Context: an optimization exercise on an open-source flow, tuned for small area, a short achievable clock period and few clock cycles. The choices shown serve that exercise and are no tape-out recipe. Power figures rest on the tool's default switching activity, not on a simulated workload.

## north
==> flow/design.v <==
module mdfu_ser_rx (
    input  wire       clk,
    input  wire       rst,         
    input  wire       dir_rsp,     
    input  wire       in_valid,
    input  wire [7:0] in_byte,
    output wire       in_ready,
    output reg        res_valid,
    input  wire       res_ready,
    output reg  [3:0] res_kind,    
    output reg  [3:0] res_sub,     
    output wire [4:0] res_seq,
    output wire       res_flag,    
    output wire [7:0] res_code,    
    output wire [5:0] res_len,     
    input  wire [5:0] rd_addr,
    output wire [7:0] rd_data
);
    localparam CAP  = 64;          
    localparam DCAP = 60;          
    localparam [7:0] START = 8'h56;
    localparam [7:0] END   = 8'h9E;
    localparam [7:0] ESC   = 8'hCC;
    localparam [3:0] K_PKT      = 4'h0;
    localparam [3:0] K_CHECKSUM = 4'h1;
    localparam [3:0] K_BADCMD   = 4'h3;
    localparam [3:0] K_BADSTS   = 4'h4;
    localparam [3:0] K_FRAMING  = 4'h6;
    localparam [3:0] K_SHORT    = 4'h7;
    localparam [3:0] FE_BAD_ESCAPE = 4'h3;
    localparam [3:0] FE_TOO_SHORT  = 4'h4;
    localparam [3:0] FE_OVERFLOW   = 4'h6;
    reg        in_frame;
    reg        esc;         
    reg        bad;         
    reg  [6:0] rcnt;        
    reg  [2:0] hs;          
    reg  [5:0] dp;          
    reg  [7:0] b0, b1;      
    reg [15:0] sum;         
    reg  [4:0] seq;
    reg        flag;
    reg  [7:0] code;
    reg  [7:0] dbuf [0:DCAP-1];
    assign in_ready = !res_valid || res_ready;
    assign res_seq  = seq;
    assign res_flag = flag;
    assign res_code = code;
    assign res_len  = dp;
    wire [3:0] s1, s2, s3;
    rx_dec2 u_s1 (.a(rd_addr[1:0]), .y(s1));
    rx_dec2 u_s2 (.a(rd_addr[3:2]), .y(s2));
    rx_dec2 u_s3 (.a(rd_addr[5:4]), .y(s3));
    wire [7:0] lv1 [0:15];
    wire [7:0] lv2 [0:3];
    genvar gi;
    generate
        for (gi = 0; gi < 15; gi = gi + 1) begin : g_l1
            rx_sel4 u_l1 (.s(s1), .d0(dbuf[4*gi]), .d1(dbuf[4*gi+1]),
                          .d2(dbuf[4*gi+2]), .d3(dbuf[4*gi+3]), .y(lv1[gi]));
        end
        for (gi = 0; gi < 3; gi = gi + 1) begin : g_l2
            rx_sel4 u_l2 (.s(s2), .d0(lv1[4*gi]), .d1(lv1[4*gi+1]),
                          .d2(lv1[4*gi+2]), .d3(lv1[4*gi+3]), .y(lv2[gi]));
        end
    endgenerate
    rx_sel3 u_l2x (.s(s2[2:0]), .d0(lv1[12]), .d1(lv1[13]), .d2(lv1[14]), .y(lv2[3]));
    rx_sel4 u_l3 (.s(s3), .d0(lv2[0]), .d1(lv2[1]), .d2(lv2[2]), .d3(lv2[3]), .y(rd_data));
    wire take     = in_valid && in_ready;
    wire is_start = (in_byte == START);
    wire is_end   = (in_byte == END);
    wire is_esc   = (in_byte == ESC);
    wire pair_ok  = (in_byte == 8'hA9) || (in_byte == 8'h61) || (in_byte == 8'h33);
    wire body     = take && in_frame && !is_start && !is_end && (rcnt != CAP);
    wire overflow = take && in_frame && !is_start && !is_end && (rcnt == CAP);
    wire ubyte    = body && (esc ? pair_ok : !is_esc);
    wire [7:0] u  = esc ? ~in_byte : in_byte;
    wire        full = hs[2];                        
    wire        par  = full ? dp[0] : hs[0];         
    wire [15:0] sum_add = par ? {b1, 8'h00} : {8'h00, b1};
    wire csum_ok = (~sum == {b0, b1});
    wire code_ok = (code >= 8'h01) && (code <= 8'h05);
    always @(posedge clk) begin
        if (ubyte && full)
            dbuf[dp] <= b1;
    end
    always @(posedge clk) begin
        if (rst) begin
            in_frame  <= 1'b0;
            esc       <= 1'b0;
            bad       <= 1'b0;
            rcnt      <= 7'd0;
            hs        <= 3'd0;
            dp        <= 6'd0;
            sum       <= 16'd0;
            res_valid <= 1'b0;
            res_kind  <= 4'd0;
            res_sub   <= 4'd0;
        end else begin
            if (res_valid && res_ready)
                res_valid <= 1'b0;
            if (take && is_start) begin
                in_frame <= 1'b1;
                esc      <= 1'b0;
                bad      <= 1'b0;
                rcnt     <= 7'd0;
                hs       <= 3'd0;
                dp       <= 6'd0;
                sum      <= 16'd0;
            end else if (take && in_frame && is_end) begin
                in_frame  <= 1'b0;
                res_valid <= 1'b1;
                if (bad || esc) begin
                    res_kind <= K_FRAMING;
                    res_sub  <= FE_BAD_ESCAPE;
                end else if (hs < 3'd2) begin
                    res_kind <= K_FRAMING;
                    res_sub  <= FE_TOO_SHORT;
                end else if (!csum_ok) begin
                    res_kind <= K_CHECKSUM;
                    res_sub  <= 4'd0;
                end else if (!full) begin
                    res_kind <= K_SHORT;
                    res_sub  <= 4'd0;
                end else if (!code_ok) begin
                    res_kind <= dir_rsp ? K_BADSTS : K_BADCMD;
                    res_sub  <= 4'd0;
                end else begin
                    res_kind <= K_PKT;
                    res_sub  <= 4'd0;
                end
            end else if (overflow) begin
                in_frame  <= 1'b0;
                res_valid <= 1'b1;
                res_kind  <= K_FRAMING;
                res_sub   <= FE_OVERFLOW;
            end else if (body) begin
                rcnt <= rcnt + 7'd1;
                if (esc) begin
                    esc <= 1'b0;
                    if (!pair_ok)
                        bad <= 1'b1;
                end else if (is_esc) begin
                    esc <= 1'b1;
                end
                if (ubyte) begin
                    if (!full)
                        hs <= hs + 3'd1;
                    else
                        dp <= dp + 6'd1;
                    if (hs >= 3'd2)
                        sum <= sum + sum_add;
                end
            end
        end
    end
    always @(posedge clk) begin
        if (ubyte) begin
            b0 <= u;
            b1 <= b0;
            if (hs == 3'd2) begin
                seq  <= b1[4:0];
                flag <= dir_rsp ? b1[6] : b1[7];
            end
            if (hs == 3'd3)
                code <= b1;
        end
    end
endmodule
module rx_dec2 (
    input  wire [1:0] a,
    output wire [3:0] y
);
    assign y = 4'd1 << a;
endmodule
module rx_sel4 (
    input  wire [3:0] s,
    input  wire [7:0] d0, d1, d2, d3,
    output wire [7:0] y
);
    wire [7:0] n01, n23;
    rx_aoi22 u_a (.a1(d0), .a2({8{s[0]}}), .b1(d1), .b2({8{s[1]}}), .y(n01));
    rx_aoi22 u_b (.a1(d2), .a2({8{s[2]}}), .b1(d3), .b2({8{s[3]}}), .y(n23));
    rx_nand2 u_c (.a(n01), .b(n23), .y(y));
endmodule
module rx_sel3 (
    input  wire [2:0] s,
    input  wire [7:0] d0, d1, d2,
    output wire [7:0] y
);
    wire [7:0] n01, n2;
    rx_aoi22 u_a (.a1(d0), .a2({8{s[0]}}), .b1(d1), .b2({8{s[1]}}), .y(n01));
    rx_nand2 u_b (.a(d2), .b({8{s[2]}}), .y(n2));
    rx_nand2 u_c (.a(n01), .b(n2), .y(y));
endmodule
module rx_aoi22 (
    input  wire [7:0] a1, a2, b1, b2,
    output wire [7:0] y
);
    assign y = ~((a1 & a2) | (b1 & b2));
endmodule
module rx_nand2 (
    input  wire [7:0] a, b,
    output wire [7:0] y
);
    assign y = ~(a & b);
endmodule
clock: 10.0 ns
lec_check: 0
cap_margin: 20
core_margin: 2
core_utilization: 40
cts_buf_list: sky130_fd_sc_hd__clkbuf_16
cts_cluster_diameter: 80
cts_cluster_size: 25
setup_slack_margin: 4.3
slew_margin: 20
synth_hierarchical: 1
synth_minimum_keep_size: 0
run.sh (not shown) runs the stock make flow with config.mk's settings and CLKGATE_MAP_FILE= SYNTH_SCRIPT=/design/flow/synth_recipe.tcl, a recipe that flattens the netlist after the stock synthesis.
Input changes introduced in south (baseline for comparison: north):
--- a/flow/design.v
+++ b/flow/design.v
@@ -78,13 +78,17 @@
     wire        full = hs[2];                        
     wire        par  = full ? dp[0] : hs[0];         
     wire [15:0] sum_add = par ? {b1, 8'h00} : {8'h00, b1};
     wire csum_ok = (~sum == {b0, b1});
     wire code_ok = (code >= 8'h01) && (code <= 8'h05);
+    reg       wr_en;
+    reg [7:0] wr_data;
     always @(posedge clk) begin
-        if (ubyte && full)
-            dbuf[dp] <= b1;
+        wr_en   <= ubyte && full && !rst;
+        wr_data <= b1;
+        if (wr_en)
+            dbuf[dp - 6'd1] <= wr_data;
     end
     always @(posedge clk) begin
         if (rst) begin
             in_frame  <= 1'b0;
             esc       <= 1'b0;
south vs north, share of power burned in the clock network went up by 1.0 points. When south is set beside north, its global placement routability congestion turns out to be 0.58% smaller. Going from north to south, wire length +about 4%; buffering overhead saw a decrease; total global-route track usage increased by 0.59 points relative to the old numbers. south: instance count of the mapped netlist higher than north. Changes observed in south relative to north: number of standard cells in the final layout excluding fillers moved up, number of nets in the layout moved up, sequential share of layout area moved down, total vias in the final route moved up. Compared to north, south has extra flip-flops.
No run of this note included a check of the RTL's function; only the layout flow was run.

separate check: timing with driven ports:
Ports are ideal in the flow. The routed layouts listed here were re-timed in OpenROAD.
Step 1 assumes that a clkbuf_16 drives the clock port and a buf_2 every other input.
Step 2 adds t to the input delays and takes it off the output delays; t is the mean of the earliest and latest rising clock arrival at the registers after step 1. Input paths then give back, and output paths get back, about the clock's delay inside the block.
Slacks: ideal / step 1 / step 2; pairs: ideal / step 1.
run	t, ns	slack for setup (ns)	worst setup path at the end	worst slew at a driven data input, ns	pins driven straight from the clock port
north	0.663	4.146 / 4.092 / 3.998	input to register	0.07	1
south	0.654	3.944 / 3.888 / 3.888	input to output	0.07	1
After both steps setup and hold are still met in every run listed. The setup slack of north, which loses most, moves by -0.054 ns with the drivers and by -0.148 ns with both steps.
